Context: an optimization exercise on an open-source flow, tuned for small area, a short achievable clock period and few clock cycles per item. The choices shown serve that exercise and are no tape-out recipe. Function was checked by simulation only, so behaviour that the tests miss may differ from the original. Power is estimated from default activity; no workload was simulated.

==> design.v <==
module os_sorter (
    input  wire        clk,
    input  wire        rst,         
    input  wire        kw_en,
    input  wire [3:0]  kw_idx,
    input  wire [63:0] kw_data,
    input  wire [3:0]  kr_idx,
    output wire [63:0] kr_data,
    input  wire        cmd_valid,
    input  wire [31:0] cmd_word,
    output wire [7:0]  status
);
    localparam KEY_CAP = 16;
    localparam [7:0] ST_BUSY    = 8'h01;
    localparam [7:0] ST_DONE    = 8'h02;
    localparam [7:0] ST_ILLEGAL = 8'h18;
    localparam [7:0] ST_BADARG  = 8'h28;
    localparam [1:0] S_IDLE   = 2'd0;
    localparam [1:0] S_DIRECT = 2'd1;   
    localparam [1:0] S_MERGE  = 2'd2;   
    localparam [1:0] S_R      = 2'd3;   
    reg [63:0] key [0:KEY_CAP-1];
    reg [7:0]  status_r;
    reg [1:0]  state;
    reg [4:0]  n;
    reg [4:0]  top;
    reg [4:0]  p;
    reg [4:0]  q;
    reg [4:0]  r;
    reg [4:0]  i;
    assign kr_data = key[kr_idx];
    assign status  = status_r;
    wire [3:0]  cmd_rsv = cmd_word[31:28];
    wire [23:0] cmd_arg = cmd_word[27:4];
    wire [3:0]  cmd_opc = cmd_word[3:0];
    wire cmd_illegal = (cmd_rsv != 4'd0) || (cmd_opc != 4'h3);
    wire cmd_badarg  = (cmd_arg > KEY_CAP);
    wire [4:0] cmd_n = cmd_arg[4:0];
    function [4:0] top_pow2;
        input [4:0] m;
        integer k;
        begin
            top_pow2 = 5'd1;
            for (k = 0; k < 4; k = k + 1)
                if ({1'b0, top_pow2} < ({1'b0, m} - {1'b0, top_pow2}))
                    top_pow2 = top_pow2 << 1;
        end
    endfunction
    reg        ce_en;
    reg [4:0]  ce_lo;
    reg [4:0]  ce_hi;
    always @(*) begin
        ce_en = 1'b0;
        ce_lo = i;
        ce_hi = i + p;
        case (state)
            S_DIRECT: begin
                ce_en = (i < n - p) && ((i & p) == 5'd0);
                ce_lo = i;
                ce_hi = i + p;
            end
            S_R: begin
                ce_en = 1'b1;
                ce_lo = i + p;
                ce_hi = i + r;
            end
            default: ;
        endcase
    end
    wire [63:0] ce_a    = key[ce_lo[3:0]];
    wire [63:0] ce_b    = key[ce_hi[3:0]];
    wire        ce_swap = ce_b < ce_a;
    wire [63:0] ce_min  = ce_swap ? ce_b : ce_a;
    wire [63:0] ce_max  = ce_swap ? ce_a : ce_b;
    always @(posedge clk) begin
        if (state == S_IDLE) begin
            if (kw_en)
                key[kw_idx] <= kw_data;
        end else if (ce_en) begin
            key[ce_lo[3:0]] <= ce_min;
            key[ce_hi[3:0]] <= ce_max;
        end
    end
    always @(posedge clk) begin
        if (rst) begin
            state    <= S_IDLE;
            status_r <= 8'h00;
            n   <= 5'd0;
            top <= 5'd0;
            p   <= 5'd0;
            q   <= 5'd0;
            r   <= 5'd0;
            i   <= 5'd0;
        end else begin
            case (state)
                S_IDLE: begin
                    if (cmd_valid) begin
                        if (cmd_illegal) begin
                            status_r <= ST_ILLEGAL;
                        end else if (cmd_badarg) begin
                            status_r <= ST_BADARG;
                        end else begin
                            status_r <= ST_BUSY;
                            n <= cmd_n;
                            i <= 5'd0;
                            if (cmd_n < 5'd2) begin
                                top   <= 5'd0;
                                p     <= 5'd0;
                                q     <= 5'd0;
                                state <= S_MERGE;
                            end else begin
                                top   <= top_pow2(cmd_n);
                                p     <= top_pow2(cmd_n);
                                state <= S_DIRECT;
                            end
                        end
                    end
                end
                S_DIRECT: begin
                    if (i < n - p) begin
                        i <= i + 5'd1;
                    end else begin
                        i     <= 5'd0;
                        q     <= top;
                        state <= S_MERGE;
                    end
                end
                S_MERGE: begin
                    if (q > p) begin
                        if (i < n - q) begin
                            if ((i & p) == 5'd0) begin
                                r     <= q;
                                state <= S_R;
                            end else begin
                                i <= i + 5'd1;
                            end
                        end else begin
                            q <= q >> 1;
                        end
                    end else begin
                        if (p <= 5'd1) begin
                            status_r <= ST_DONE;
                            state    <= S_IDLE;
                        end else begin
                            p     <= p >> 1;
                            i     <= 5'd0;
                            state <= S_DIRECT;
                        end
                    end
                end
                S_R: begin
                    if ((r >> 1) > p) begin
                        r <= r >> 1;
                    end else begin
                        i     <= i + 5'd1;
                        state <= S_MERGE;
                    end
                end
            endcase
        end
    end
endmodule
==> run.sh <==
#!/bin/bash
# synth_recipe.tcl (not shown) runs the flow's synth.tcl, then flattens the netlist and writes it again
# the make line also repeats each setting of config.mk as NAME=value (left out here)
make -C /OpenROAD-flow-scripts/flow DESIGN_CONFIG=/design/flow/config.mk WORK_HOME=/design/flow/orfs CLKGATE_MAP_FILE= SYNTH_SCRIPT=/design/flow/synth_recipe.tcl finish
==> config.mk <==
export PLATFORM = sky130hd
export DESIGN_NAME = os_sorter
export DESIGN_NICKNAME = os_sorter
export VERILOG_FILES = /design/flow/design.v
export SDC_FILE = /design/flow/constraint.sdc
export NUM_CORES = 4
export LEC_CHECK = 0
export CAP_MARGIN = 20
export CORE_MARGIN = 2
export CORE_UTILIZATION = 30
export PLACE_DENSITY = 0.45
export SLEW_MARGIN = 20
==> constraint.sdc <==
create_clock -name core_clock -period 9.0 [get_ports {clk}]
set_input_delay 1.8000 -clock core_clock [delete_from_list [all_inputs] [get_ports {clk}]]
set_output_delay 1.8000 -clock core_clock [all_outputs]
set_load 0.01 [all_outputs]
==> results of run 1 <==
-- layer usage --
layer | global-route usage | vias up
li1 | - | 35000
met1 | 0.415 | 43000
met2 | 0.476 | 7250
met3 | 0.0884 | 1677
met4 | 0.180 | 16
met5 | 0 | -
-- kinds of logic after synthesis --
family	count (synthesis)
and+or+nand+nor	3327
AOI/OAI and AO/OA	2948
buffers and inverters	1391
DFF	1061
muxes	367
adders and majority gates	121
xor gates and xnor gates	19
other	1
-- layout make-up --
cell class,instances,area (µm²)
multi-input combinational,6785,46700
fill,27600,179000
tap,3686,4610
antenna,15,37.5
clock inverter,92,1130
inverter,106,398
sequential,1061,31500
timing repair buffer,647,6960
clock buffer,161,3650
-- where the power goes --
part,switching (mW),internal [mW],leakage [nW]
combinational,0.641,0.514,20.5
sequential,0.0479,5.49,9.55
clock,2.52,3.55,2.31
-- sequential cells by signal (all words and copies together), names as in the netlist --
| name | cells |
|---|---|
| key | 1024 |
| i | 5 |
| n | 5 |
| p | 5 |
| q | 5 |
| r | 5 |
| status_r | 5 |
| top | 5 |
| state | 2 |
-- cells in the mapped netlist, types with 33 or more instances --
cell	number	area, µm²
a21o_1	101	758
a21oi_1	481	2410
a221oi_1	560	4900
a221oi_2	70	1050
a311o_1	62	621
a311oi_1	316	2770
a31o_2	59	517
a31oi_1	78	488
and2_1	33	206
and3_1	262	1640
buf_1	119	447
buf_2	217	1090
clkbuf_1	914	3430
dfxtp_1	37	741
edfxtp_1	1024	30700
ha_1	115	1440
inv_1	106	398
mux2i_1	33	330
mux4_2	324	7300
nand2_1	2084	7820
nand2b_1	57	357
nand3_1	664	3320
nand4_1	35	219
nor2_1	65	244
nor3_1	71	355
o211ai_1	44	330
o21ai_0	685	3430
o221ai_1	371	3250
-- metrics by stage --
stage	hold WS, ps	utilization
final	460	0.346
after global routing	474	0.346
after CTS	464	0.346
after detailed placement	457	0.329
after global placement	451	0.328
after floorplan	432	-
-- worst max-delay path, delay by kind of cell, from the launching register on --
kind | cells | cell delay [ps]
compound gates | 8 | 3800
fa+ha+maj | 3 | 1130
buf+inv | 3 | 880
flops | 1 | 600
simple gates | 5 | 1580
-- worst max path at each step --
stage	end	slack (ps)	depth (start not counted)
after detailed placement	p[3]$_SDFFE_PP0P_	680	34
after floorplan	key[10][0]$_DFFE_PP_	310	19
after CTS	key[7][12]$_DFFE_PP_	750	19
final	key[7][12]$_DFFE_PP_	550	19
after global routing	key[5][55]$_DFFE_PP_	430	20
after global placement	p[3]$_SDFFE_PP0P_	390	35
==> flow_metrics.env, run 1 <==
export IMPL_cts_resized_gates=0
export IMPL_grt_pass1_vias=81900
export IMPL_clk_pin_slew_ps=60
export IMPL_final_area_um2=94900
export IMPL_syn2layout_area_growth_pct=14.7
export IMPL_cts_hold_buffers_added=0
export IMPL_drt_iter0_markers=13100
export IMPL_post_cts_setup_buffers=0
export IMPL_synthAdderAreaFrac=0.0188
export IMPL_ys_warn_count=1
export IMPL_cpMaxStageDelayCell="a21o_4"
export IMPL_drive_gt1_frac=0.145
export IMPL_drt_wirelength_per_cell_um=37.1
export IMPL_synth_ff_latch_count=1061
export IMPL_setup_tns_ps=0
export IMPL_die_area_um2=280000
export IMPL_relSlewSlack=0.169
export IMPL_max_cap_violations=0
export IMPL_peakVddDrop_uv=208
export IMPL_place_congestion=0.892
export IMPL_fin_nets=8969
export IMPL_min_to="status_r[0]$_SDFFE_PP0P_"
export IMPL_syn_avg_cell_area_um2=8.96
export IMPL_placedCellCount=12300
export IMPL_cp_start_kind="flop"
export IMPL_die_w_um=529
export IMPL_place_area_um2=90100
export IMPL_syn_inst=9235
export IMPL_synthXorXnorAreaFrac=0.00210
export IMPL_wirelength_met1_um=177000
export IMPL_layout_common_cells="nand2_1 (2,082), edfxtp_1 (1,024), o21ai_0 (669)"
export IMPL_drv_slew=0
export IMPL_path_class="flop to flop"
export IMPL_port_buffers=176
export IMPL_r2r_end="key[7][12]$_DFFE_PP_"
export IMPL_tightest_slew_ps=1250
export IMPL_grt_pass1_wl_um=641000
export IMPL_hold_path_class="flop to flop"
export IMPL_critical_path_max_fanout=55
export IMPL_setup_slack_ps=547
export IMPL_wl_met3_um=60100
export IMPL_cts_made_buffers=139
export IMPL_outcome="complete, no violations"
export IMPL_synthSimpleGateAreaFrac=0.176
export IMPL_ys_seq_area_frac=0.380
export IMPL_dp_hpwl_um=262000
export IMPL_overflow=0
export IMPL_power_density_nw_per_um2=134
export IMPL_pre_cts_ws_ps=676
export IMPL_rows=192
export IMPL_viasPerCell=6.92
export IMPL_arrival_ps=8990
export IMPL_grt_max_degree=89
export IMPL_dominantRegCellSynth="edfxtp_1"
export IMPL_track_usage=0.319
export IMPL_synth_cell_area_um2=82800
export IMPL_h_tree_depth=4
export IMPL_layout_commonest_cell="nand2_1"
export IMPL_finalSetupViolations=0
export IMPL_max_clock_path_buffers=3
export IMPL_post_route_period_util=0.939
export IMPL_routed_top_layer="met5"
export IMPL_period_minus_slack_ps=8450
export IMPL_hold_path_startpoint="status_r[0]$_SDFFE_PP0P_"
export IMPL_cp_end_kind="flop"
export IMPL_ff2ff_path_depth=19
export IMPL_start_util=0.302
export IMPL_antenna_left=0
export IMPL_cts_tree="yes"
export IMPL_met2_wirelength_um=199000
export IMPL_final_cell_count_no_fill=12600
export IMPL_grt_setup_unrepaired="no"
export IMPL_synth_enable_flop_cells=1024
export IMPL_synth_compound_area_frac=0.261
export IMPL_fmax_mhz=118
export IMPL_drc=0
export IMPL_crit_chain="ha_1, fa_1, nor2_2, a21o_4, buf_12, nand3_1, a311oi_1, a21o_1, inv_1, ha_1, nand4_1, nor3_1, nand3_1, o221a_2, o221a_2, a21oi_1, o21bai_4, buf_12, a221oi_1"
export IMPL_num_vias=86900
export IMPL_muxShareOfSynthArea=0.0937
export IMPL_total_power_mw=12.8
export IMPL_setup_worst_path_start="i[0]$_SDFFE_PP0P_"
export IMPL_ioPinCount=180
export IMPL_synth_distinct_cells=79
export IMPL_finalHoldViolCount=0
export IMPL_fp_dieH_um=529
export IMPL_numClockSinks=1061
export IMPL_dr_pass1_iters=8
export IMPL_clk_latency_ps=850
export IMPL_antenna_found_initial=17
export IMPL_finalClockSkew_ps=47.4
export IMPL_synth_top_family_by_area="compound AO/OA/AOI/OAI gates"
export IMPL_root_buffer="clkbuf_16"
export IMPL_hold_depth=2
export IMPL_core_um2=274000
export IMPL_rr_startpoint="i[0]$_SDFFE_PP0P_"
export IMPL_routed_wirelength_um=466000
export IMPL_required_ps=9540
export IMPL_leakage_nw=32.3
export IMPL_r2r_slack_ps=550
export IMPL_critPathMaxStageDelay_ps=740
export IMPL_ys_async_sr_fraction=0
Testbench counts, summed over its fixed seeds: cycles 49,309, sorts 384.
==> inputs of run 2 (changes only) <==
==> design.v (replaced) <==
module os_sorter (
    input  wire        clk,
    input  wire        rst,         
    input  wire        kw_en,
    input  wire [3:0]  kw_idx,
    input  wire [63:0] kw_data,
    input  wire [3:0]  kr_idx,
    output wire [63:0] kr_data,
    input  wire        cmd_valid,
    input  wire [31:0] cmd_word,
    output wire [7:0]  status
);
    localparam KEY_CAP = 16;
    localparam [7:0] ST_DONE    = 8'h02;
    localparam [7:0] ST_ILLEGAL = 8'h18;
    localparam [7:0] ST_BADARG  = 8'h28;
    reg [63:0] key  [0:KEY_CAP-1];      
    reg [3:0]  lidx [0:KEY_CAP-1];      
    reg        prec [0:KEY_CAP-1][0:KEY_CAP-1];   
    reg [7:0]  status_r;
    assign status = status_r;
    integer s, t;
    reg [63:0] rd;
    always @(*) begin
        rd = 64'd0;
        for (s = 0; s < KEY_CAP; s = s + 1)
            rd = rd | ({64{lidx[s] == kr_idx}} & key[s]);
    end
    assign kr_data = rd;
    reg [KEY_CAP-1:0] wsel;
    reg [KEY_CAP-1:0] wle;              
    always @(*) begin
        for (s = 0; s < KEY_CAP; s = s + 1) begin
            wsel[s] = kw_en && (lidx[s] == kw_idx);
            wle[s]  = kw_data <= key[s];
        end
    end
    wire [3:0]  cmd_rsv = cmd_word[31:28];
    wire [23:0] cmd_arg = cmd_word[27:4];
    wire [3:0]  cmd_opc = cmd_word[3:0];
    wire cmd_illegal = (cmd_rsv != 4'd0) || (cmd_opc != 4'h3);
    wire cmd_badarg  = (cmd_arg > KEY_CAP);
    wire [4:0] cmd_n = cmd_arg[4:0];
    wire sort_go = cmd_valid && !cmd_illegal && !cmd_badarg;
    reg [KEY_CAP-1:0] act;
    reg [3:0]         rank [0:KEY_CAP-1];
    always @(*) begin
        for (s = 0; s < KEY_CAP; s = s + 1)
            act[s] = {1'b0, lidx[s]} < cmd_n;
        for (s = 0; s < KEY_CAP; s = s + 1) begin
            rank[s] = 4'd0;
            for (t = 0; t < KEY_CAP; t = t + 1)
                if (t < s)
                    rank[s] = rank[s] + {3'd0, act[t] & prec[t][s]};
                else if (t > s)
                    rank[s] = rank[s] + {3'd0, act[t] & ~prec[s][t]};
        end
    end
    always @(posedge clk) begin
        for (s = 0; s < KEY_CAP; s = s + 1)
            if (wsel[s])
                key[s] <= kw_data;
    end
    always @(posedge clk) begin
        for (s = 0; s < KEY_CAP; s = s + 1)
            for (t = s + 1; t < KEY_CAP; t = t + 1)
                if (wsel[s])
                    prec[s][t] <= wle[t];
                else if (wsel[t])
                    prec[s][t] <= ~wle[s];
    end
    always @(posedge clk) begin
        if (rst) begin
            status_r <= 8'h00;
            for (s = 0; s < KEY_CAP; s = s + 1)
                lidx[s] <= s[3:0];
        end else if (cmd_valid) begin
            if (cmd_illegal)
                status_r <= ST_ILLEGAL;
            else if (cmd_badarg)
                status_r <= ST_BADARG;
            else begin
                status_r <= ST_DONE;
                for (s = 0; s < KEY_CAP; s = s + 1)
                    if (act[s])
                        lidx[s] <= rank[s];
            end
        end
    end
endmodule
==> flow_metrics.env, run 2 <==
export IMPL_cpMaxStageDelayCell="nor4_4"
export IMPL_numClockSinks=1212
export IMPL_p_comb_frac=0.162
export IMPL_ys_async_sr_fraction=0
export IMPL_antenna_found_initial=23
export IMPL_syn_inst=7001
export IMPL_switching_power_mw=4.21
export IMPL_cts_tree="yes"
export IMPL_synth_ff_latch_count=1212
export IMPL_clk_pin_slew_ps=50
export IMPL_max_cap_violations=0
export IMPL_post_cts_setup_buffers=0
export IMPL_switching_share=0.285
export IMPL_arrival_ps=5700
export IMPL_largest_register="key"
export IMPL_cts_resized_gates=0
export IMPL_relSlewSlack=0.135
export IMPL_yosysTopAreaCell="edfxtp_1"
export IMPL_viasPerCell=5.46
export IMPL_finalSetupViolations=0
export IMPL_cp_end_kind="output pin"
export IMPL_grt_setup_unrepaired="no"
export IMPL_die_w_um=513
export IMPL_ys_warn_count=5
export IMPL_critPathMaxStageDelay_ps=820
export IMPL_cp_start_kind="input pin"
export IMPL_synth_top_cell_area_share=0.442
export IMPL_setup_tns_ps=0
export IMPL_outcome="complete, no violations"
export IMPL_path_class="input pin to output pin"
export IMPL_cts_hold_buffers_added=0
export IMPL_crit_cells=10
export IMPL_num_vias=59500
export IMPL_drt_iter0_markers=6940
export IMPL_hold_path_class="flop to flop"
export IMPL_peakVddDrop_uv=208
export IMPL_drc=0
export IMPL_power_density_nw_per_um2=165
export IMPL_crit_chain="clkdlybuf4s50_1, buf_4, xor2_1, nor4_4, buf_4, buf_4, a22o_1, a221oi_1, nand4_1, clkdlybuf4s50_1"
export IMPL_drive_gt1_frac=0.0787
export IMPL_synthTopCellsByCount="inv_1 (1,186), edfxtp_1 (1,144), ha_1 (1,104)"
export IMPL_fp_dieH_um=513
export IMPL_grt_pass1_wl_um=457000
export IMPL_ys_seq_area_frac=0.459
export IMPL_tightest_slew_ps=1290
export IMPL_dr_pass1_iters=6
export IMPL_clkPwrFrac=0.412
export IMPL_h_tree_depth=4
export IMPL_dp_hpwl_um=237000
export IMPL_port_buffers=175
export IMPL_crit_buf_inv=5
export IMPL_period_minus_slack_ps=7500
export IMPL_layout_common_cells="inv_1 (1,170), edfxtp_1 (1,144), ha_1 (1,104)"
export IMPL_drv_slew=0
export IMPL_core_um2=257000
export IMPL_reg_top3="key x1024, prec x120, lidx x64"
export IMPL_leakage_nw=38.9
export IMPL_ff2ff_path_depth=17
export IMPL_max_clock_path_buffers=3
export IMPL_syn_avg_cell_area_um2=11.1
export IMPL_syn2layout_area_growth_pct=15.6
export IMPL_crit_family="buffers and inverters"
export IMPL_ioPinCount=180
export IMPL_crit_top_cell="buf_4"
export IMPL_fin_nets=8739
export IMPL_cts_made_buffers=154
export IMPL_routed_wirelength_um=326000
export IMPL_post_route_period_util=0.833
export IMPL_dominantRegCellSynth="edfxtp_1"
export IMPL_hold_depth=2
export IMPL_finalClockSkew_ps=33.6
export IMPL_root_buffer="clkbuf_16"
export IMPL_pwr_share_seq=0.426
export IMPL_largest_reg_flops=1024
export IMPL_track_usage=0.243
export IMPL_start_util=0.302
export IMPL_required_ps=7200
export IMPL_finalHoldViolCount=0
export IMPL_fmax_mhz=133
export IMPL_drt_wirelength_per_cell_um=30.0
export IMPL_layout_commonest_cell="inv_1"
export IMPL_total_power_mw=14.8
export IMPL_critical_path_max_fanout=14
export IMPL_synth_enable_flop_cells=1144
export IMPL_rows=186
export IMPL_place_congestion=0.942
export IMPL_synth_distinct_cells=80
export IMPL_synth_area_leaders="edfxtp_1 (44%), ha_1 (18%), inv_1 (5.7%)"
export IMPL_die_area_um2=263000
export IMPL_clk_latency_ps=830
export IMPL_synth_most_common_cell="inv_1"
export IMPL_grt_max_degree=65
export IMPL_antenna_left=0
export IMPL_grt_pass1_vias=58900
export IMPL_overflow=0
export IMPL_p_int_mw=10.6
export IMPL_synth_cell_area_um2=77800
run 2: area by class of cell:
type | instances | area, µm²
diodes | 5 | 12.5
clock buffers | 194 | 4070
clock inverters | 89 | 712
fillers | 25700 | 167000
inverters | 1186 | 4490
multi-input cells | 4408 | 37000
flip-flops and latches | 1212 | 35700
well taps | 3384 | 4230
repair buffers | 405 | 3690
run 2: final timing paths:
kind | start | to | slack [ps]
max | kr_idx[3] | kr_data[45] | 1500
min reg2reg | status_r[5]$_SDFFE_PP0P_ | status_r[5]$_SDFFE_PP0P_ | 480
min | status_r[5]$_SDFFE_PP0P_ | status_r[5]$_SDFFE_PP0P_ | 480
max reg2reg | lidx[0][1]$_SDFFE_PP0P_ | lidx[5][2]$_SDFFE_PP1P_ | 3540
run 2: metrics by stage:
stage               hold WS (ps)  instances  setup slack, ps  instance area, µm²   util
floorplan                    480       7004             2060               77800      -
global placement             464      10600             1130               85100  0.331
detailed placement           466      10600             1120               85100  0.331
CTS                          476      10900             1590               89900  0.349
global route                 511      10900             1380               89900  0.349
finish                       476      10900             1500               89900  0.349
run 2: worst min-delay path, cell delays in order, from the launching register on:
cell and delay (ps):
dfxtp_1 310, nand2b_1 60, a21oi_1 60
run 2: power groups by stage:
stage / clock, mW / combinational [mW] / sequential (mW)
3_5_place_dp: 0 / 2.39 / 6.43
6_report: 6.09 / 2.40 / 6.31
5_1_grt: 6.38 / 2.67 / 6.31
4_1_cts: 6.18 / 2.41 / 6.31
2_1_floorplan: 0 / 1.37 / 6.40
3_3_place_gp: 0 / 2.34 / 6.43
run 2: routing by layer:
layer,vias up,GRT usage,part of all wire
met1,30100,0.345,0.45
met4,10,0.0746,0.033
met3,403,0.0353,0.071
li1,26500,-,-
met2,2403,0.380,0.44
met5,-,0,0.00024
run 2: cell families after synthesis:
group / count (synthesis) / share of synthesized area
XOR/XNOR: 144 / 0.0162
adder cells (fa/ha/maj): 1264 / 0.219
other: 1 / 0.0000482
AND/OR/NAND/NOR: 1397 / 0.0924
multiplexers: 17 / 0.00235
AO/OA/AOI/OAI: 1582 / 0.143
buffers and inverters: 1384 / 0.0684
flip-flops: 1212 / 0.459
Testbench counts of run 2, summed over its fixed seeds: cycles 6,509, sorts 384.
==> inputs of run 3 (changes only) <==
--- a/design.v
+++ b/design.v
@@ -27,12 +27,28 @@
             rd = rd | ({64{lidx[s] == kr_idx}} & key[s]);
     end
     assign kr_data = rd;
+    function le64;
+        input [63:0] a;
+        input [63:0] b;
+        reg   [63:0] g, p;
+        integer w, j;
+        begin
+            g = ~a & b;
+            p = ~a | b;
+            for (w = 1; w < 64; w = w * 2)
+                for (j = 0; j + w < 64; j = j + 2 * w) begin
+                    g[j] = g[j + w] | (p[j + w] & g[j]);
+                    p[j] = p[j + w] & p[j];
+                end
+            le64 = g[0] | p[0];
+        end
+    endfunction
     reg [KEY_CAP-1:0] wsel;
     reg [KEY_CAP-1:0] wle;              
     always @(*) begin
         for (s = 0; s < KEY_CAP; s = s + 1) begin
             wsel[s] = kw_en && (lidx[s] == kw_idx);
-            wle[s]  = kw_data <= key[s];
+            wle[s]  = le64(kw_data, key[s]);
         end
     end
     wire [3:0]  cmd_rsv = cmd_word[31:28];
--- a/config.mk
+++ b/config.mk
@@ -7,6 +7,7 @@
 export LEC_CHECK = 0
 export CAP_MARGIN = 20
 export CORE_MARGIN = 2
-export CORE_UTILIZATION = 30
-export PLACE_DENSITY = 0.45
+export CORE_UTILIZATION = 40
+export PLACE_DENSITY = 0.55
+export SETUP_SLACK_MARGIN = 4
 export SLEW_MARGIN = 20
==> flow_metrics.env, run 3 <==
export IMPL_root_buffer="clkbuf_16"
export IMPL_nFillCells=14700
export IMPL_grt_max_degree=69
export IMPL_pre_cts_ws_ps=1000
export IMPL_core_um2=171000
export IMPL_layout_commonest_cell="edfxtp_1"
export IMPL_synth_distinct_cells=87
export IMPL_cp_end_kind="flop"
export IMPL_antenna_left=0
export IMPL_cts_tree="yes"
export IMPL_placedCellCount=8385
export IMPL_outcome="complete, no violations"
export IMPL_fmax_mhz=165
export IMPL_drv_slew=0
export IMPL_start_util=0.402
export IMPL_hold_path_class="flop to flop"
export IMPL_peakVddDrop_uv=217
export IMPL_arrival_ps=6720
export IMPL_drt_wirelength_per_cell_um=38.3
export IMPL_die_w_um=419
export IMPL_grt_setup_unrepaired="yes"
export IMPL_dr_pass1_iters=13
export IMPL_clk_latency_ps=820
export IMPL_met2_usage=0.543
export IMPL_relSlewSlack=0.170
export IMPL_finalClockSkew_ps=47.9
export IMPL_rows=152
export IMPL_met3_usage=0.127
export IMPL_leakage_nw=33.2
export IMPL_syn_avg_cell_area_um2=11.2
export IMPL_numClockSinks=1212
export IMPL_syn2layout_area_growth_pct=29.7
export IMPL_cts_made_buffers=144
export IMPL_port_buffers=175
export IMPL_grt_met1_usage=0.512
export IMPL_max_cap_violations=0
export IMPL_setup_slack_ps=2930
export IMPL_drt_iter0_markers=11800
export IMPL_ys_seq_area_frac=0.519
export IMPL_synth_enable_flop_cells=1144
export IMPL_drive_gt1_frac=0.248
export IMPL_largest_register="key"
export IMPL_fin_nets=7132
export IMPL_synthTopCellsByCount="edfxtp_1 (1,144), inv_1 (529), a21oi_1 (327)"
export IMPL_tightest_slew_ps=1240
export IMPL_setup_tns_ps=0
export IMPL_track_usage=0.387
export IMPL_yosysTopAreaCell="edfxtp_1"
export IMPL_max_clock_path_buffers=3
export IMPL_period_minus_slack_ps=6070
export IMPL_power_density_nw_per_um2=168
export IMPL_area_sequential_um2=35700
export IMPL_required_ps=9650
export IMPL_synthSimpleGateAreaFrac=0.0971
export IMPL_viasPerCell=6.85
export IMPL_synth_area_leaders="edfxtp_1 (50%), fa_1 (4.7%), a22o_1 (4.0%)"
export IMPL_finalSetupViolations=0
export IMPL_synth_top_family_by_area="compound AO/OA/AOI/OAI gates"
export IMPL_cts_hold_buffers_added=0
export IMPL_die_area_um2=175000
export IMPL_synth_cell_area_um2=68800
export IMPL_gr_max_usage_layer="met2"
export IMPL_fp_dieH_um=419
export IMPL_total_power_mw=15.0
export IMPL_syn_inst=6131
export IMPL_layout_common_cells="edfxtp_1 (1,144), inv_1 (466), buf_4 (385)"
export IMPL_place_area_um2=74700
export IMPL_synth_ff_latch_count=1212
export IMPL_reg_top3="key x1024, prec x120, lidx x64"
export IMPL_final_area_um2=89200
export IMPL_overflow=0
export IMPL_cp_start_kind="input pin"
export IMPL_clk_pin_slew_ps=60
export IMPL_muxShareOfSynthArea=0.00888
export IMPL_multi_input_area_um2=33700
export IMPL_ys_warn_count=5
export IMPL_grt_pass1_vias=57700
export IMPL_grt_pass1_wl_um=473000
export IMPL_routed_wirelength_um=350000
export IMPL_drc=0
export IMPL_synth_top_cell_area_share=0.500
export IMPL_finalHoldViolCount=0
export IMPL_h_tree_depth=4
export IMPL_synthAdderAreaFrac=0.0809
export IMPL_final_cell_count_no_fill=9130
export IMPL_post_route_period_util=0.675
export IMPL_dominantRegCellSynth="edfxtp_1"
export IMPL_path_class="input pin to flop"
export IMPL_dp_hpwl_um=210000
export IMPL_antenna_found_initial=12
export IMPL_ys_async_sr_fraction=0
export IMPL_worst_hold_slack_ps=451
export IMPL_ioPinCount=180
export IMPL_place_congestion=0.990
export IMPL_num_vias=62600
export IMPL_critical_path_max_fanout=5
export IMPL_synth_compound_area_frac=0.224
export IMPL_final_util=0.521
export IMPL_largest_reg_flops=1024
export IMPL_synth_most_common_cell="edfxtp_1"
export IMPL_synthXorXnorAreaFrac=0.0183
## run 3: cell count changes in the layout (fill, tap and decap cells not counted), moves of 99 or more
cell / change
buf_4: +173
a221oi_1: -192
buf_12: +100
o22ai_1: +158
nand4_1: -196
maj3_1: +130
ha_1: -1035
nor2_1: +100
inv_1: -704
a222oi_1: +99
nand2b_1: +113
a21oi_1: -136
nand2_1: -135
a221oi_2: +185
## run 3: power by group
group	internal (mW)	leakage (nW)	switching [mW]	total, mW
registers	6.26	10.9	0.0747	6.33
logic	1.11	20.1	1.69	2.80
clock network	3.39	2.22	2.49	5.88
total	10.8	33.2	4.26	15.0
## run 3: routing by layer
metal / wire, µm / vias to the layer above
met1: 129000 / 31200
met5: 231 / -
met2: 143000 / 5246
met3: 50400 / 1088
li1: - / 25000
met4: 27200 / 14
## run 3: logic make-up (layout without fill, tap and decap cells)
kind of cell | count (synthesis) | in the layout
fa+ha+maj | 375 | 375
mux | 61 | 61
simple gates | 1326 | 1328
flops | 1212 | 1212
compound gates | 2075 | 2076
buf+inv | 937 | 1686
xor+xnor | 144 | 144
other cells | 1 | 15
## run 3: critical path, stage by stage
cell,delay [ps]
buf_8,80
clkinvlp_4,80
buf_12,140
buf_8,130
buf_6,110
ha_4,250
a21o_1,90
a21o_1,120
a21oi_2,60
or2_4,250
buf_6,150
buf_6,120
and2_4,150
fa_1,540
inv_2,60
fa_1,510
inv_1,60
fa_1,450
fa_1,520
fa_2,230
inv_2,50
fa_2,370
xor2_1,150
nor2_1,60
a21oi_1,150
nor2_1,60
## run 3: final timing paths
check / to / startpoint / slack (ps) / depth (start not counted)
setup / recovery: lidx[9][2]$_SDFFE_PP0P_ / cmd_word[5] / 2930 / 26
hold / removal: status_r[5]$_SDFFE_PP0P_ / status_r[5]$_SDFFE_PP0P_ / 450 / 2
setup reg to reg: lidx[11][1]$_SDFFE_PP1P_ / lidx[7][1]$_SDFFE_PP1P_ / 3750 / 20
hold reg to reg: status_r[5]$_SDFFE_PP0P_ / status_r[5]$_SDFFE_PP0P_ / 450 / 2
## run 3: final cells by class
cell class / instances / area share
clock buffer: 185 / 0.0441
inverter: 553 / 0.0247
antenna: 11 / 0.000309
sequential: 1212 / 0.401
clock inverter: 63 / 0.00693
tap: 2233 / 0.0313
timing repair buffer: 880 / 0.114
multi-input combinational: 3988 / 0.378
timing repair inverter: 5 / 0.000365
## run 3: what timing repair did
action	in CTS	in global routing
gates cloned	58	4
endpoints found under the setup margin	248	247
hold endpoints to repair	0	0
pin swaps	262	171
setup buffers	283	140
resized for setup	931	340
Testbench counts of run 3, summed over its fixed seeds: cycles 6,509, sorts 384.
==> inputs of run 4 (changes only) <==
==> design.v (replaced) <==
module os_sorter (
    input  wire        clk,
    input  wire        rst,         
    input  wire        kw_en,
    input  wire [3:0]  kw_idx,
    input  wire [63:0] kw_data,
    input  wire [3:0]  kr_idx,
    output wire [63:0] kr_data,
    input  wire        cmd_valid,
    input  wire [31:0] cmd_word,
    output wire [7:0]  status
);
    localparam KEY_CAP = 16;
    localparam [7:0] ST_BUSY    = 8'h01;
    localparam [7:0] ST_DONE    = 8'h02;
    localparam [7:0] ST_ILLEGAL = 8'h18;
    localparam [7:0] ST_BADARG  = 8'h28;
    reg [63:0] key  [0:KEY_CAP-1];      
    reg [3:0]  lidx [0:KEY_CAP-1];      
    reg        prec [0:KEY_CAP-1][0:KEY_CAP-1];   
    reg        busy;                    
    reg [4:0]  n_r;                     
    reg [7:0]  status_r;
    assign status = status_r;
    integer s, t;
    function le64;
        input [63:0] a;
        input [63:0] b;
        reg   [63:0] g, p;
        integer w, j;
        begin
            g = ~a & b;
            p = ~a | b;
            for (w = 1; w < 64; w = w * 2)
                for (j = 0; j + w < 64; j = j + 2 * w) begin
                    g[j] = g[j + w] | (p[j + w] & g[j]);
                    p[j] = p[j + w] & p[j];
                end
            le64 = g[0] | p[0];
        end
    endfunction
    function [3:0] ones15;
        input [14:0] x;
        reg [1:0] a0, a1, a2, a3, a4;
        reg [3:0] b0;
        reg [2:0] b1;
        begin
            a0 = {1'b0, x[0]}  + {1'b0, x[1]}  + {1'b0, x[2]};
            a1 = {1'b0, x[3]}  + {1'b0, x[4]}  + {1'b0, x[5]};
            a2 = {1'b0, x[6]}  + {1'b0, x[7]}  + {1'b0, x[8]};
            a3 = {1'b0, x[9]}  + {1'b0, x[10]} + {1'b0, x[11]};
            a4 = {1'b0, x[12]} + {1'b0, x[13]} + {1'b0, x[14]};
            b0 = {2'b0, a0} + {2'b0, a1} + {2'b0, a2};
            b1 = {1'b0, a3} + {1'b0, a4};
            ones15 = b0 + {1'b0, b1};
        end
    endfunction
    reg [KEY_CAP-1:0] act;
    reg [14:0] pri;
    reg [3:0]  rank [0:KEY_CAP-1];
    always @(*) begin
        for (s = 0; s < KEY_CAP; s = s + 1)
            act[s] = {1'b0, lidx[s]} < n_r;
        for (s = 0; s < KEY_CAP; s = s + 1) begin
            for (t = 0; t < KEY_CAP; t = t + 1)
                if (t < s)
                    pri[t] = act[t] & prec[t][s];
                else if (t > s)
                    pri[t - 1] = act[t] & ~prec[s][t];
            rank[s] = ones15(pri);
        end
    end
    reg [63:0] rd;
    always @(*) begin
        rd = 64'd0;
        for (s = 0; s < KEY_CAP; s = s + 1)
            rd = rd | ({64{lidx[s] == kr_idx}} & key[s]);
    end
    assign kr_data = rd;
    reg [KEY_CAP-1:0] wsel;
    reg [KEY_CAP-1:0] wle;              
    always @(*) begin
        for (s = 0; s < KEY_CAP; s = s + 1) begin
            wsel[s] = kw_en && !busy && (lidx[s] == kw_idx);
            wle[s]  = le64(kw_data, key[s]);
        end
    end
    wire [3:0]  cmd_rsv = cmd_word[31:28];
    wire [23:0] cmd_arg = cmd_word[27:4];
    wire [3:0]  cmd_opc = cmd_word[3:0];
    wire cmd_illegal = (cmd_rsv != 4'd0) || (cmd_opc != 4'h3);
    wire cmd_badarg  = (cmd_arg > KEY_CAP);
    wire [4:0] cmd_n = cmd_arg[4:0];
    wire sort_go = cmd_valid && !busy && !cmd_illegal && !cmd_badarg;
    always @(posedge clk) begin
        for (s = 0; s < KEY_CAP; s = s + 1)
            if (wsel[s])
                key[s] <= kw_data;
    end
    always @(posedge clk) begin
        for (s = 0; s < KEY_CAP; s = s + 1)
            for (t = s + 1; t < KEY_CAP; t = t + 1)
                if (wsel[s])
                    prec[s][t] <= wle[t];
                else if (wsel[t])
                    prec[s][t] <= ~wle[s];
    end
    always @(posedge clk) begin
        if (sort_go)
            n_r <= cmd_n;
    end
    always @(posedge clk) begin
        if (rst) begin
            status_r <= 8'h00;
            busy     <= 1'b0;
            for (s = 0; s < KEY_CAP; s = s + 1)
                lidx[s] <= s[3:0];
        end else if (busy) begin
            for (s = 0; s < KEY_CAP; s = s + 1)
                if (act[s])
                    lidx[s] <= rank[s];
            busy     <= 1'b0;
            status_r <= ST_DONE;
        end else if (cmd_valid) begin
            if (cmd_illegal)
                status_r <= ST_ILLEGAL;
            else if (cmd_badarg)
                status_r <= ST_BADARG;
            else begin
                status_r <= ST_BUSY;
                busy     <= 1'b1;
            end
        end
    end
endmodule
--- a/config.mk
+++ b/config.mk
@@ -9,5 +9,5 @@
 export CORE_MARGIN = 2
 export CORE_UTILIZATION = 40
 export PLACE_DENSITY = 0.55
-export SETUP_SLACK_MARGIN = 4
+export SETUP_SLACK_MARGIN = 3.5
 export SLEW_MARGIN = 20
==> flow_metrics.env, run 4 <==
export IMPL_grt_pass1_vias=57600
export IMPL_numClockSinks=1219
export IMPL_hold_path_class="flop to flop"
export IMPL_p_int_mw=10.7
export IMPL_finalHoldViolCount=0
export IMPL_final_cell_count_no_fill=9093
export IMPL_syn_avg_cell_area_um2=11.3
export IMPL_viasPerCell=6.81
export IMPL_antenna_left=0
export IMPL_grt_setup_unrepaired="yes"
export IMPL_switching_share=0.273
export IMPL_synth_top_family_by_area="compound AO/OA/AOI/OAI gates"
export IMPL_synth_area_leaders="edfxtp_1 (50%), fa_1 (4.6%), a22o_1 (3.8%)"
export IMPL_die_area_um2=177000
export IMPL_critical_path_max_fanout=32
export IMPL_synth_enable_flop_cells=1149
export IMPL_finalClockSkew_ps=39.0
export IMPL_synthAdderAreaFrac=0.0813
export IMPL_cp_start_kind="input pin"
export IMPL_period_minus_slack_ps=5850
export IMPL_dp_hpwl_um=209000
export IMPL_grt_max_degree=69
export IMPL_nFillCells=15300
export IMPL_ys_warn_count=5
export IMPL_p_comb_frac=0.142
export IMPL_track_usage=0.368
export IMPL_grt_pass1_wl_um=462000
export IMPL_synthXorXnorAreaFrac=0.0181
export IMPL_drc=0
export IMPL_final_util=0.502
export IMPL_synth_compound_area_frac=0.218
export IMPL_cts_tree="yes"
export IMPL_dominantRegCellSynth="edfxtp_1"
export IMPL_finalSetupViolations=0
export IMPL_peakVddDrop_uv=229
export IMPL_synthSimpleGateAreaFrac=0.104
export IMPL_ys_async_sr_fraction=0
export IMPL_power_density_nw_per_um2=170
export IMPL_ys_seq_area_frac=0.515
export IMPL_setup_tns_ps=0
export IMPL_fp_dieH_um=421
export IMPL_dr_pass1_iters=10
export IMPL_port_buffers=176
export IMPL_core_um2=173000
export IMPL_overflow=0
export IMPL_relSlewSlack=0.152
export IMPL_outcome="complete, no violations"
export IMPL_largest_register="key"
export IMPL_path_class="input pin to output pin"
export IMPL_placedCellCount=8524
export IMPL_synth_top_cell_area_share=0.495
export IMPL_largest_reg_flops=1024
export IMPL_h_tree_depth=4
export IMPL_fmax_mhz=171
export IMPL_switching_power_mw=4.03
export IMPL_clk_latency_ps=820
export IMPL_rows=153
export IMPL_max_cap_violations=0
export IMPL_pwr_share_seq=0.431
export IMPL_synthTopCellsByCount="edfxtp_1 (1,149), inv_1 (499), nand2_1 (351)"
export IMPL_synth_cell_area_um2=69700
export IMPL_yosysTopAreaCell="edfxtp_1"
export IMPL_num_vias=61900
export IMPL_max_clock_path_buffers=3
export IMPL_reg_top3="key x1024, prec x120, lidx x64"
export IMPL_synth_distinct_cells=99
export IMPL_leakage_nw=32.2
export IMPL_synth_most_common_cell="edfxtp_1"
export IMPL_cts_made_buffers=146
export IMPL_layout_commonest_cell="edfxtp_1"
export IMPL_arrival_ps=4050
export IMPL_place_congestion=0.983
export IMPL_required_ps=7200
export IMPL_syn_inst=6182
export IMPL_drv_slew=0
export IMPL_die_w_um=421
export IMPL_ioPinCount=180
export IMPL_synth_ff_latch_count=1219
export IMPL_clk_pin_slew_ps=50
export IMPL_clkPwrFrac=0.427
export IMPL_syn2layout_area_growth_pct=25.0
export IMPL_fin_nets=6985
export IMPL_routed_wirelength_um=346000
export IMPL_cp_end_kind="output pin"
export IMPL_cts_hold_buffers_added=0
export IMPL_drt_wirelength_per_cell_um=38.1
export IMPL_start_util=0.402
export IMPL_layout_common_cells="edfxtp_1 (1,149), inv_1 (455), nand2_1 (346)"
export IMPL_post_route_period_util=0.650
export IMPL_drive_gt1_frac=0.207
export IMPL_root_buffer="clkbuf_16"
export IMPL_antenna_found_initial=9
export IMPL_drt_iter0_markers=11100
export IMPL_muxShareOfSynthArea=0.0118
export IMPL_tightest_slew_ps=1270
==> run 4: per-layer routing <==
layer  GRT usage  wire length [µm]  up-vias
met1       0.472            123000    30700
met2       0.536            146000     5146
met5           0                23        -
li1            -                 -    24900
met4       0.261             30600        4
met3       0.102             46000     1222
==> run 4: worst paths after layout <==
kind,to,start,cells past startpoint,slack (ps)
setup / recovery,kr_data[62],kr_idx[3],9,3150
hold / removal,status[1]$_SDFFE_PP0P_,status[1]$_SDFFE_PP0P_,2,500
setup reg to reg,lidx[7][2]$_SDFFE_PP1P_,n_r[1]$_DFFE_PP_,20,3540
hold reg to reg,status[1]$_SDFFE_PP0P_,status[1]$_SDFFE_PP0P_,2,500
==> run 4: cells by family (layout without fill, tap and decap cells) <==
| logic type | Yosys count | in the layout |
|---|---|---|
| AOI/OAI and AO/OA | 2023 | 2023 |
| and+or+nand+nor | 1418 | 1420 |
| DFF | 1219 | 1219 |
| buffers and inverters | 910 | 1481 |
| adders and majority gates | 385 | 385 |
| xor gates and xnor gates | 144 | 144 |
| muxes | 82 | 82 |
| other | 1 | 14 |
==> run 4: power groups by stage <==
| stage | Sequential (mW) | Clock (mW) | Combinational, mW |
|---|---|---|---|
| after floorplan | 6.44 | 0 | 0.946 |
| after global placement | 6.47 | 0 | 1.77 |
| after detailed placement | 6.47 | 0 | 1.78 |
| after CTS | 6.35 | 6.33 | 1.94 |
| after global routing | 6.36 | 6.52 | 2.17 |
| final | 6.36 | 6.30 | 2.10 |
==> run 4: cell type report <==
type	count	area [µm²]	share of cell area
inverter	526	2060	0.0236
multi-input combinational	4057	33400	0.383
clock inverter	97	1060	0.0122
clock buffer	171	3910	0.0449
antenna	11	27.5	0.000316
timing repair inverter	3	15.0	0.000172
timing repair buffer	684	7820	0.0897
tap	2325	2910	0.0334
sequential	1219	35900	0.412
==> run 4: through the flow <==
stage               instance area, µm²  total power [mW]  hold WS, ps  setup WS (ps)
global placement                 74900              8.24          476           1510
CTS                              84200              14.6          510           3300
global route                     87100              15.0          528           3220
detailed placement               74900              8.25          497           1560
floorplan                        69800              7.39          480           3500
finish                           87100              14.8          499           3150
==> run 4: critical path, cell delays in order <==
cell and delay (ps):
buf_16 130, buf_16 170, xor2_2 210, nor4_4 70
buf_12 190, a22o_1 360, a221oi_2 180, nand4_1 450
buf_2 310
==> run 4: timing repair <==
item	in CTS	in global routing
endpoints found under the setup margin	245	217
gates cloned	44	22
pin swaps	113	213
resized for setup	667	325
buffers inserted	113	110
Testbench counts of run 4, summed over its fixed seeds: cycles 6,893, sorts 384.
==> inputs of run 5 (changes only) <==
--- a/config.mk
+++ b/config.mk
@@ -9,5 +9,5 @@
 export CORE_MARGIN = 2
 export CORE_UTILIZATION = 40
 export PLACE_DENSITY = 0.55
-export SETUP_SLACK_MARGIN = 3.5
+export SETUP_SLACK_MARGIN = 2.8
 export SLEW_MARGIN = 20
==> flow_metrics.env, run 5 <==
export IMPL_ioPinCount=180
export IMPL_grt_setup_unrepaired="yes"
export IMPL_nFillCells=15900
export IMPL_dr_pass1_iters=8
export IMPL_largest_register="key"
export IMPL_antenna_left=0
export IMPL_routed_wirelength_um=316000
export IMPL_start_util=0.402
export IMPL_arrival_ps=4610
export IMPL_wl_met3_um=37800
export IMPL_tightest_slew_ps=1240
export IMPL_cts_tree="yes"
export IMPL_clk_latency_ps=840
export IMPL_hold_path_class="flop to flop"
export IMPL_fmax_mhz=156
export IMPL_track_usage=0.342
export IMPL_clk_pin_slew_ps=60
export IMPL_syn_avg_cell_area_um2=11.3
export IMPL_post_route_period_util=0.712
export IMPL_critical_path_max_fanout=64
export IMPL_max_clock_path_buffers=3
export IMPL_syn2layout_area_growth_pct=15.7
export IMPL_outcome="complete, no violations"
export IMPL_drc=0
export IMPL_antenna_found_initial=8
export IMPL_largest_reg_flops=1024
export IMPL_num_vias=59600
export IMPL_grt_pass1_wl_um=436000
export IMPL_numClockSinks=1219
export IMPL_rows=153
export IMPL_overflow=0
export IMPL_period_minus_slack_ps=6410
export IMPL_die_w_um=421
export IMPL_grt_pass1_vias=56200
export IMPL_synthTopCellsByCount="edfxtp_1 (1,149), inv_1 (499), nand2_1 (351)"
export IMPL_place_congestion=0.972
export IMPL_relSlewSlack=0.152
export IMPL_drt_iter0_markers=10900
export IMPL_power_density_nw_per_um2=177
export IMPL_synth_distinct_cells=99
export IMPL_ys_async_sr_fraction=0
export IMPL_die_area_um2=177000
export IMPL_synth_area_leaders="edfxtp_1 (50%), fa_1 (4.6%), a22o_1 (3.8%)"
export IMPL_cp_end_kind="output pin"
export IMPL_port_buffers=176
export IMPL_syn_inst=6182
export IMPL_synth_cell_area_um2=69700
export IMPL_peakVddDrop_uv=171
export IMPL_h_tree_depth=4
export IMPL_routed_top_layer="met5"
export IMPL_cp_start_kind="input pin"
export IMPL_cts_hold_buffers_added=0
export IMPL_final_cell_count_no_fill=8808
export IMPL_ys_warn_count=5
export IMPL_layout_commonest_cell="edfxtp_1"
export IMPL_leakage_nw=29.7
export IMPL_drive_gt1_frac=0.109
export IMPL_yosysTopAreaCell="edfxtp_1"
export IMPL_layout_common_cells="edfxtp_1 (1,149), inv_1 (482), nand2_1 (351)"
export IMPL_dp_hpwl_um=206000
export IMPL_root_buffer="clkbuf_16"
export IMPL_fp_dieH_um=421
export IMPL_met2_wirelength_um=139000
export IMPL_finalHoldViolCount=0
export IMPL_ys_seq_area_frac=0.515
export IMPL_required_ps=7200
export IMPL_grt_max_degree=69
export IMPL_finalSetupViolations=0
export IMPL_synth_most_common_cell="edfxtp_1"
export IMPL_reg_top3="key x1024, prec x120, lidx x64"
export IMPL_finalClockSkew_ps=47.5
export IMPL_setup_tns_ps=0
export IMPL_cts_made_buffers=145
export IMPL_wirelength_met1_um=120000
export IMPL_viasPerCell=6.76
export IMPL_placedCellCount=8495
export IMPL_fin_nets=6700
export IMPL_path_class="input pin to output pin"
export IMPL_core_um2=173000
export IMPL_max_cap_violations=0
export IMPL_synth_enable_flop_cells=1149
export IMPL_synth_top_cell_area_share=0.495
export IMPL_drv_slew=0
export IMPL_synth_ff_latch_count=1219
export IMPL_dominantRegCellSynth="edfxtp_1"
export IMPL_drt_wirelength_per_cell_um=35.9
==> run 5: where the power goes <==
part	total (mW)	internal, mW	switching (mW)
Combinational	1.86	0.630	1.23
Clock	6.07	3.48	2.59
Sequential	6.35	6.29	0.0646
Total	14.3	10.4	3.88
==> run 5: stage by stage <==
stage / utilization / instance area [µm²] / hold WS [ps] / power [mW] / setup WS (ps)
3_3_place_gp: 0.430 / 74600 / 474 / 8.23 / 1650
3_5_place_dp: 0.430 / 74600 / 494 / 8.24 / 1700
2_1_floorplan: - / 69700 / 480 / 7.38 / 3150
4_1_cts: 0.463 / 80200 / 507 / 14.3 / 2770
6_report: 0.465 / 80600 / 500 / 14.3 / 2590
5_1_grt: 0.464 / 80600 / 558 / 14.6 / 2700
==> run 5: cell families after synthesis <==
kind of cell    synth area share
compound gates             0.218
xor+xnor                  0.0181
fa+ha+maj                 0.0813
buf+inv                   0.0510
flops                      0.515
mux                       0.0118
other cells            0.0000538
simple gates               0.104
==> run 5: area by class of cell <==
class | instances | area [µm²] | share of cell area
clock buffer | 173 | 3900 | 0.0484
inverter | 526 | 2020 | 0.0251
timing repair buffer | 405 | 4070 | 0.0505
tap | 2325 | 2910 | 0.0361
antenna | 15 | 37.5 | 0.000466
multi-input combinational | 4055 | 30900 | 0.383
sequential | 1219 | 35900 | 0.446
clock inverter | 90 | 886 | 0.0110
==> run 5: what timing repair did <==
action | in CTS | in global routing
setup buffers | 13 | 8
pin swaps | 40 | 16
gates resized for setup | 144 | 39
setup endpoints to repair | 92 | 104
gates cloned | 10 | 3
==> run 5: layer usage <==
layer,vias to the layer above,GRT usage
li1,24300,-
met1,29800,0.453
met2,4582,0.515
met3,901,0.0837
met4,2,0.188
met5,-,0
==> run 5: critical path, stage by stage <==
cell,delay [ps]
clkdlybuf4s15_2,250
bufbuf_16,330
xor2_1,190
nor4_2,60
bufbuf_16,330
a22o_1,390
a221oi_4,290
nand4_1,190
clkdlybuf4s50_1,520
==> run 5: path summary, 6_finish.rpt <==
| kind | start | end | slack [ps] | depth (start not counted) |
|---|---|---|---|---|
| worst max-delay path | kr_idx[2] | kr_data[39] | 2590 | 9 |
| worst min-delay path | status[1]$_SDFFE_PP0P_ | status[1]$_SDFFE_PP0P_ | 500 | 2 |
| worst max register to register | n_r[1]$_DFFE_PP_ | lidx[7][2]$_SDFFE_PP1P_ | 3090 | 18 |
| worst min register to register | status[1]$_SDFFE_PP0P_ | status[1]$_SDFFE_PP0P_ | 500 | 2 |
==> inputs of run 6 (changes only) <==
--- a/design.v
+++ b/design.v
@@ -19,7 +19,7 @@
     reg [3:0]  lidx [0:KEY_CAP-1];      
     reg        prec [0:KEY_CAP-1][0:KEY_CAP-1];   
     reg        busy;                    
-    reg [4:0]  n_r;                     
+    reg [KEY_CAP-1:0] act_r;            
     reg [7:0]  status_r;
     assign status = status_r;
     integer s, t;
@@ -41,18 +41,25 @@
     endfunction
     function [3:0] ones15;
         input [14:0] x;
-        reg [1:0] a0, a1, a2, a3, a4;
-        reg [3:0] b0;
-        reg [2:0] b1;
+        reg s0, s1, s2, s3, s4, c0, c1, c2, c3, c4;
+        reg t0, t1, d0, d1, u0, u1, e0, e1;
+        reg f0, v0, g0, h0, k0, m0, m1;
         begin
-            a0 = {1'b0, x[0]}  + {1'b0, x[1]}  + {1'b0, x[2]};
-            a1 = {1'b0, x[3]}  + {1'b0, x[4]}  + {1'b0, x[5]};
-            a2 = {1'b0, x[6]}  + {1'b0, x[7]}  + {1'b0, x[8]};
-            a3 = {1'b0, x[9]}  + {1'b0, x[10]} + {1'b0, x[11]};
-            a4 = {1'b0, x[12]} + {1'b0, x[13]} + {1'b0, x[14]};
-            b0 = {2'b0, a0} + {2'b0, a1} + {2'b0, a2};
-            b1 = {1'b0, a3} + {1'b0, a4};
-            ones15 = b0 + {1'b0, b1};
+            {c0, s0} = {1'b0, x[0]}  + {1'b0, x[1]}  + {1'b0, x[2]};
+            {c1, s1} = {1'b0, x[3]}  + {1'b0, x[4]}  + {1'b0, x[5]};
+            {c2, s2} = {1'b0, x[6]}  + {1'b0, x[7]}  + {1'b0, x[8]};
+            {c3, s3} = {1'b0, x[9]}  + {1'b0, x[10]} + {1'b0, x[11]};
+            {c4, s4} = {1'b0, x[12]} + {1'b0, x[13]} + {1'b0, x[14]};
+            {d0, t0} = {1'b0, s0} + {1'b0, s1} + {1'b0, s2};
+            {d1, t1} = {1'b0, s3} + {1'b0, s4};
+            {e0, u0} = {1'b0, c0} + {1'b0, c1} + {1'b0, c2};
+            {e1, u1} = {1'b0, c3} + {1'b0, c4};
+            {f0, ones15[0]} = {1'b0, t0} + {1'b0, t1};
+            {g0, v0} = {1'b0, d0} + {1'b0, d1} + {1'b0, u0};
+            {h0, ones15[1]} = {1'b0, v0} + {1'b0, u1} + {1'b0, f0};
+            {m0, k0} = {1'b0, e0} + {1'b0, e1} + {1'b0, g0};
+            {m1, ones15[2]} = {1'b0, k0} + {1'b0, h0};
+            ones15[3] = m0 | m1;
         end
     endfunction
     reg [KEY_CAP-1:0] act;
@@ -60,7 +67,7 @@
     reg [3:0]  rank [0:KEY_CAP-1];
     always @(*) begin
         for (s = 0; s < KEY_CAP; s = s + 1)
-            act[s] = {1'b0, lidx[s]} < n_r;
+            act[s] = !busy || act_r[s];
         for (s = 0; s < KEY_CAP; s = s + 1) begin
             for (t = 0; t < KEY_CAP; t = t + 1)
                 if (t < s)
@@ -91,7 +98,9 @@
     wire cmd_illegal = (cmd_rsv != 4'd0) || (cmd_opc != 4'h3);
     wire cmd_badarg  = (cmd_arg > KEY_CAP);
     wire [4:0] cmd_n = cmd_arg[4:0];
-    wire sort_go = cmd_valid && !busy && !cmd_illegal && !cmd_badarg;
+    wire sort_go   = cmd_valid && !busy && !cmd_illegal && !cmd_badarg;
+    wire sort_all  = cmd_n[4];                      
+    wire sort_part = (cmd_n[3:1] != 3'd0) && !cmd_n[4];   
     always @(posedge clk) begin
         for (s = 0; s < KEY_CAP; s = s + 1)
             if (wsel[s])
@@ -107,7 +116,8 @@
     end
     always @(posedge clk) begin
         if (sort_go)
-            n_r <= cmd_n;
+            for (s = 0; s < KEY_CAP; s = s + 1)
+                act_r[s] <= {1'b0, lidx[s]} < cmd_n;
     end
     always @(posedge clk) begin
         if (rst) begin
@@ -126,9 +136,14 @@
                 status_r <= ST_ILLEGAL;
             else if (cmd_badarg)
                 status_r <= ST_BADARG;
-            else begin
+            else if (sort_part) begin
                 status_r <= ST_BUSY;
                 busy     <= 1'b1;
+            end else begin
+                status_r <= ST_DONE;
+                if (sort_all)
+                    for (s = 0; s < KEY_CAP; s = s + 1)
+                        lidx[s] <= rank[s];
             end
         end
     end
--- a/config.mk
+++ b/config.mk
@@ -9,5 +9,5 @@
 export CORE_MARGIN = 2
 export CORE_UTILIZATION = 40
 export PLACE_DENSITY = 0.55
-export SETUP_SLACK_MARGIN = 2.8
+export SETUP_SLACK_MARGIN = 3.5
 export SLEW_MARGIN = 20
==> flow_metrics.env, run 6 <==
export IMPL_outcome="complete, no violations"
export IMPL_antenna_left=0
export IMPL_cp_start_kind="input pin"
export IMPL_dr_pass1_iters=10
export IMPL_ff2ff_path_depth=13
export IMPL_total_power_mw=14.6
export IMPL_place_area_um2=75200
export IMPL_final_cell_count_no_fill=9169
export IMPL_placedCellCount=8572
export IMPL_nFillCells=15200
export IMPL_period_minus_slack_ps=5980
export IMPL_setup_worst_path_start="kr_idx[3]"
export IMPL_routed_wirelength_um=354000
export IMPL_h_tree_depth=4
export IMPL_die_area_um2=178000
export IMPL_peakVddDrop_uv=200
export IMPL_path_class="input pin to output pin"
export IMPL_root_buffer="clkbuf_16"
export IMPL_arrival_ps=4180
export IMPL_clk_latency_ps=840
export IMPL_leakage_nw=32.5
export IMPL_die_w_um=422
export IMPL_drt_wirelength_per_cell_um=38.6
export IMPL_viasPerCell=6.80
export IMPL_max_cap_violations=0
export IMPL_pre_cts_ws_ps=1690
export IMPL_largest_reg_flops=1024
export IMPL_core_um2=174000
export IMPL_r2r_slack_ps=4450
export IMPL_endpoint="kr_data[51]"
export IMPL_dp_hpwl_um=208000
export IMPL_syn2layout_area_growth_pct=24.8
export IMPL_synthTopCellsByCount="edfxtp_1 (1,160), inv_1 (571), clkbuf_1 (320)"
export IMPL_ys_async_sr_fraction=0
export IMPL_dominantRegCellSynth="edfxtp_1"
export IMPL_syn_avg_cell_area_um2=11.2
export IMPL_setup_tns_ps=0
export IMPL_synth_top_cell_area_share=0.497
export IMPL_post_route_period_util=0.665
export IMPL_cp_end_kind="output pin"
export IMPL_synth_area_leaders="edfxtp_1 (50%), fa_1 (4.6%), a22o_1 (3.8%)"
export IMPL_ys_warn_count=5
export IMPL_fin_nets=7092
export IMPL_drv_slew=0
export IMPL_port_buffers=176
export IMPL_required_ps=7200
export IMPL_cts_made_buffers=144
export IMPL_hold_path_class="flop to flop"
export IMPL_area_sequential_um2=36200
export IMPL_grt_pass1_vias=57300
export IMPL_numClockSinks=1230
export IMPL_relSlewSlack=0.193
export IMPL_grt_max_degree=68
export IMPL_grt_setup_unrepaired="yes"
export IMPL_drive_gt1_frac=0.174
export IMPL_antenna_found_initial=22
export IMPL_max_clock_path_buffers=3
export IMPL_worst_hold_slack_ps=495
export IMPL_final_area_um2=87400
export IMPL_num_vias=62400
export IMPL_yosysTopAreaCell="edfxtp_1"
export IMPL_synth_cell_area_um2=70000
export IMPL_layout_commonest_cell="edfxtp_1"
export IMPL_finalSetupViolations=0
export IMPL_start_util=0.402
export IMPL_ys_seq_area_frac=0.517
export IMPL_overflow=0
export IMPL_critical_path_max_fanout=7
export IMPL_layout_common_cells="edfxtp_1 (1,160), inv_1 (547), nor2_1 (306)"
export IMPL_reg_top3="key x1024, prec x120, lidx x64"
export IMPL_largest_register="key"
export IMPL_ioPinCount=180
export IMPL_finalClockSkew_ps=57.4
export IMPL_setup_slack_ps=3020
export IMPL_synth_distinct_cells=88
export IMPL_synth_enable_flop_cells=1160
export IMPL_clk_pin_slew_ps=50
export IMPL_rows=153
export IMPL_tightest_slew_ps=1200
export IMPL_drt_iter0_markers=11200
export IMPL_r2r_end="lidx[2][2]$_SDFFE_PP0P_"
export IMPL_final_util=0.502
export IMPL_drc=0
export IMPL_synth_ff_latch_count=1230
export IMPL_rr_startpoint="busy$_SDFF_PP0_"
export IMPL_fmax_mhz=167
export IMPL_place_congestion=0.981
export IMPL_syn_inst=6252
export IMPL_finalHoldViolCount=0
export IMPL_fp_dieH_um=422
export IMPL_grt_pass1_wl_um=473000
export IMPL_power_density_nw_per_um2=167
export IMPL_synth_most_common_cell="edfxtp_1"
export IMPL_cts_hold_buffers_added=0
export IMPL_track_usage=0.379
export IMPL_multi_input_area_um2=32700
export IMPL_cts_tree="yes"
==> run 6: changes by cell type after synthesis, sizes merged, moves of 33 or more <==
cell / before / now
and2: 13 / 115
nand2: 351 / 286
inv: 510 / 576
mux2i: 82 / 38
or2: 68 / 25
clkbuf: 287 / 320
==> run 6: how the worst min path moves through the flow <==
stage / start / endpoint / slack (ps) / depth (start not counted)
2_1_floorplan: lidx[10][0]$_SDFFE_PP0P_ / lidx[10][0]$_SDFFE_PP0P_ / 480 / 2
3_3_place_gp: status[0]$_SDFFE_PP0P_ / status[0]$_SDFFE_PP0P_ / 480 / 1
3_5_place_dp: status[3]$_SDFFE_PP0P_ / status[3]$_SDFFE_PP0P_ / 480 / 2
4_1_cts: status[3]$_SDFFE_PP0P_ / status[3]$_SDFFE_PP0P_ / 500 / 2
5_1_grt: status[0]$_SDFFE_PP0P_ / status[0]$_SDFFE_PP0P_ / 520 / 1
6_report: status[3]$_SDFFE_PP0P_ / status[3]$_SDFFE_PP0P_ / 500 / 2
==> run 6: final cells by class <==
cell class / count / share of cell area
antenna: 16 / 0.000458
clock buffer: 172 / 0.0432
clock inverter: 90 / 0.0121
inverter: 593 / 0.0264
multi-input combinational: 4046 / 0.374
sequential: 1230 / 0.415
tap: 2325 / 0.0333
timing repair buffer: 695 / 0.0959
timing repair inverter: 2 / 0.000115
==> run 6: logic make-up after synthesis <==
logic type / share of synthesized area
AOI/OAI and AO/OA: 0.214
and+or+nand+nor: 0.107
DFF: 0.517
buffers and inverters: 0.0534
adders and majority gates: 0.0867
xor gates and xnor gates: 0.0160
muxes: 0.00543
other: 0.0000535
==> run 6: power breakdown <==
part,internal (mW),total (mW),leakage (nW),switching (mW)
sequential,6.35,6.42,11.1,0.0700
combinational,0.713,2.00,19.1,1.28
clock,3.54,6.19,2.36,2.65
==> run 6: what timing repair did <==
action	CTS	global route
pin swaps	109	99
buffers inserted	170	85
gates resized for setup	668	161
cloned	54	10
setup endpoints to repair	182	172
==> run 6: metal layers <==
metal / share of wire / up-vias / global-route usage
li1: - / 24900 / -
met1: 0.36 / 30800 / 0.483
met2: 0.41 / 5252 / 0.548
met3: 0.14 / 1337 / 0.113
met4: 0.094 / 14 / 0.268
met5: 0.00026 / - / 0
==> run 6: critical path, cell delays in order <==
cell,delay (ps)
buf_16,130
buf_16,160
buf_12,130
xor2_4,170
nor4_4,80
buf_12,170
buf_16,180
a22o_1,190
a221oi_1,250
nand4_1,540
buf_2,340
Testbench counts of run 6, summed over its fixed seeds: cycles 6,585, sorts 384.
==> inputs of run 7 (changes only) <==
--- a/config.mk
+++ b/config.mk
@@ -7,7 +7,8 @@
 export LEC_CHECK = 0
 export CAP_MARGIN = 20
 export CORE_MARGIN = 2
-export CORE_UTILIZATION = 40
+export CORE_UTILIZATION = 45
+export CTS_CLUSTER_SIZE = 25
 export PLACE_DENSITY = 0.55
 export SETUP_SLACK_MARGIN = 3.5
 export SLEW_MARGIN = 20
==> flow_metrics.env, run 7 <==
export IMPL_syn2layout_area_growth_pct=23.4
export IMPL_ys_async_sr_fraction=0
export IMPL_final_cell_count_no_fill=8837
export IMPL_final_util=0.560
export IMPL_post_route_period_util=0.664
export IMPL_dr_pass1_iters=9
export IMPL_synth_enable_flop_cells=1160
export IMPL_clk_latency_ps=810
export IMPL_clkPwrFrac=0.415
export IMPL_place_area_um2=74900
export IMPL_layout_common_cells="edfxtp_1 (1,160), inv_1 (542), nor2_1 (304)"
export IMPL_final_area_um2=86400
export IMPL_fin_nets=7049
export IMPL_power_density_nw_per_um2=166
export IMPL_die_area_um2=159000
export IMPL_grt_pass1_vias=57500
export IMPL_tightest_slew_ps=1240
export IMPL_cts_made_buffers=143
export IMPL_worst_hold_slack_ps=496
export IMPL_drt_iter0_markers=11200
export IMPL_h_tree_depth=4
export IMPL_dominantRegCellSynth="edfxtp_1"
export IMPL_cp_end_kind="output pin"
export IMPL_place_congestion=0.962
export IMPL_finalSetupViolations=0
export IMPL_largest_register="key"
export IMPL_reg_top3="key x1024, prec x120, lidx x64"
export IMPL_routed_wirelength_um=343000
export IMPL_root_buffer="clkbuf_16"
export IMPL_max_clock_path_buffers=3
export IMPL_drc=0
export IMPL_synth_area_leaders="edfxtp_1 (50%), fa_1 (4.6%), a22o_1 (3.8%)"
export IMPL_leakage_nw=32.2
export IMPL_hold_path_class="flop to flop"
export IMPL_peakVddDrop_uv=216
export IMPL_required_ps=7200
export IMPL_critical_path_max_fanout=32
export IMPL_synth_most_common_cell="edfxtp_1"
export IMPL_switching_power_mw=3.91
export IMPL_clk_pin_slew_ps=60
export IMPL_synth_top_cell_area_share=0.497
export IMPL_numClockSinks=1230
export IMPL_overflow=0
export IMPL_syn_avg_cell_area_um2=11.2
export IMPL_drive_gt1_frac=0.171
export IMPL_core_um2=154000
export IMPL_largest_reg_flops=1024
export IMPL_p_int_mw=10.5
export IMPL_ys_warn_count=5
export IMPL_finalHoldViolCount=0
export IMPL_synthTopCellsByCount="edfxtp_1 (1,160), inv_1 (571), clkbuf_1 (320)"
export IMPL_drt_wirelength_per_cell_um=38.9
export IMPL_fmax_mhz=167
export IMPL_port_buffers=176
export IMPL_ioPinCount=180
export IMPL_viasPerCell=6.99
export IMPL_dp_hpwl_um=211000
export IMPL_die_w_um=399
export IMPL_yosysTopAreaCell="edfxtp_1"
export IMPL_arrival_ps=4170
export IMPL_antenna_left=0
export IMPL_syn_inst=6252
export IMPL_drv_slew=0
export IMPL_switching_share=0.272
export IMPL_placedCellCount=8295
export IMPL_synth_ff_latch_count=1230
export IMPL_grt_setup_unrepaired="yes"
export IMPL_relSlewSlack=0.164
export IMPL_ys_seq_area_frac=0.517
export IMPL_period_minus_slack_ps=5970
export IMPL_cts_tree="yes"
export IMPL_setup_tns_ps=0
export IMPL_grt_max_degree=68
export IMPL_fp_dieH_um=399
export IMPL_track_usage=0.413
export IMPL_start_util=0.454
export IMPL_finalClockSkew_ps=24.1
export IMPL_synth_distinct_cells=88
export IMPL_outcome="complete, no violations"
export IMPL_antenna_found_initial=17
export IMPL_rows=144
export IMPL_cp_start_kind="input pin"
export IMPL_max_cap_violations=0
export IMPL_path_class="input pin to output pin"
export IMPL_pwr_share_seq=0.446
export IMPL_synth_cell_area_um2=70000
export IMPL_grt_pass1_wl_um=457000
export IMPL_layout_commonest_cell="edfxtp_1"
export IMPL_p_comb_frac=0.138
export IMPL_num_vias=61700
==> run 7: timing repair <==
item,CTS,global route
buffers inserted,118,92
pin swaps,107,106
endpoints found under the setup margin,184,174
gates resized for setup,642,207
hold buffers,0,0
gates cloned,42,20
==> run 7: per-stage QoR <==
stage / setup WS (ps) / power (mW)
2_1_floorplan: 3500 / 7.41
3_3_place_gp: 1270 / 8.22
3_5_place_dp: 1630 / 8.24
4_1_cts: 3320 / 14.2
5_1_grt: 3170 / 14.7
6_report: 3030 / 14.4
==> run 7: area by class of cell <==
cell class	count	area, µm²
fillers	13000	67800
flip-flops and latches	1230	36200
multi-input cells	4046	32700
repair buffers	650	7870
clock buffers	185	3850
well taps	2044	2560
inverters	593	2330
clock inverters	78	803
repair inverters	5	27.5
diodes	6	15.0
==> run 7: worst paths after layout <==
kind                                             start                       to  slack (ps)  cells past startpoint
worst min register to register  status[0]$_SDFFE_PP0P_   status[0]$_SDFFE_PP0P_         500                      1
worst max register to register         busy$_SDFF_PP0_  lidx[8][3]$_SDFFE_PP1P_        3890                     10
worst max-delay path                         kr_idx[0]              kr_data[50]        3030                      9
worst min-delay path            status[0]$_SDFFE_PP0P_   status[0]$_SDFFE_PP0P_         500                      1
==> run 7: power by group through the flow <==
stage                     Clock (mW)  Combinational, mW  Sequential [mW]
after floorplan                    0              0.911             6.50
after global placement             0               1.69             6.53
after detailed placement           0               1.71             6.53
after CTS                       5.98               1.85             6.41
after global routing            6.20               2.07             6.42
final                           5.97               1.99             6.42
==> run 7: worst max-delay path: stages <==
cell	delay, ps
bufbuf_16	250
xor2_2	240
nor4_4	90
buf_4	150
buf_12	160
a22o_1	330
a221oi_2	200
nand4_1	440
buf_2	310
==> run 7: logic make-up (layout without fill, tap and decap cells) <==
family,after synthesis,after routing,share of synthesized area
DFF,1230,1230,0.517
muxes,38,38,0.00543
xor gates and xnor gates,128,128,0.0160
adders and majority gates,418,418,0.0867
AOI/OAI and AO/OA,2018,2018,0.214
and+or+nand+nor,1441,1441,0.107
buffers and inverters,978,1511,0.0534
other,1,9,0.0000535
==> run 7: routing by layer <==
metal / share of wire / routed length (µm) / GRT usage
met1: 0.35 / 120000 / 0.526
met2: 0.42 / 146000 / 0.607
met3: 0.13 / 45700 / 0.111
met4: 0.092 / 31600 / 0.294
met5: 0.00097 / 332 / 0

Check on run 7: ideal ports give 3.025 ns setup slack; a clkbuf_16 on the clock port and buf_2 on the inputs give 2.883 ns; moving port delays by the midpoint clock arrival (0.898 ns) as well gives 2.523 ns.
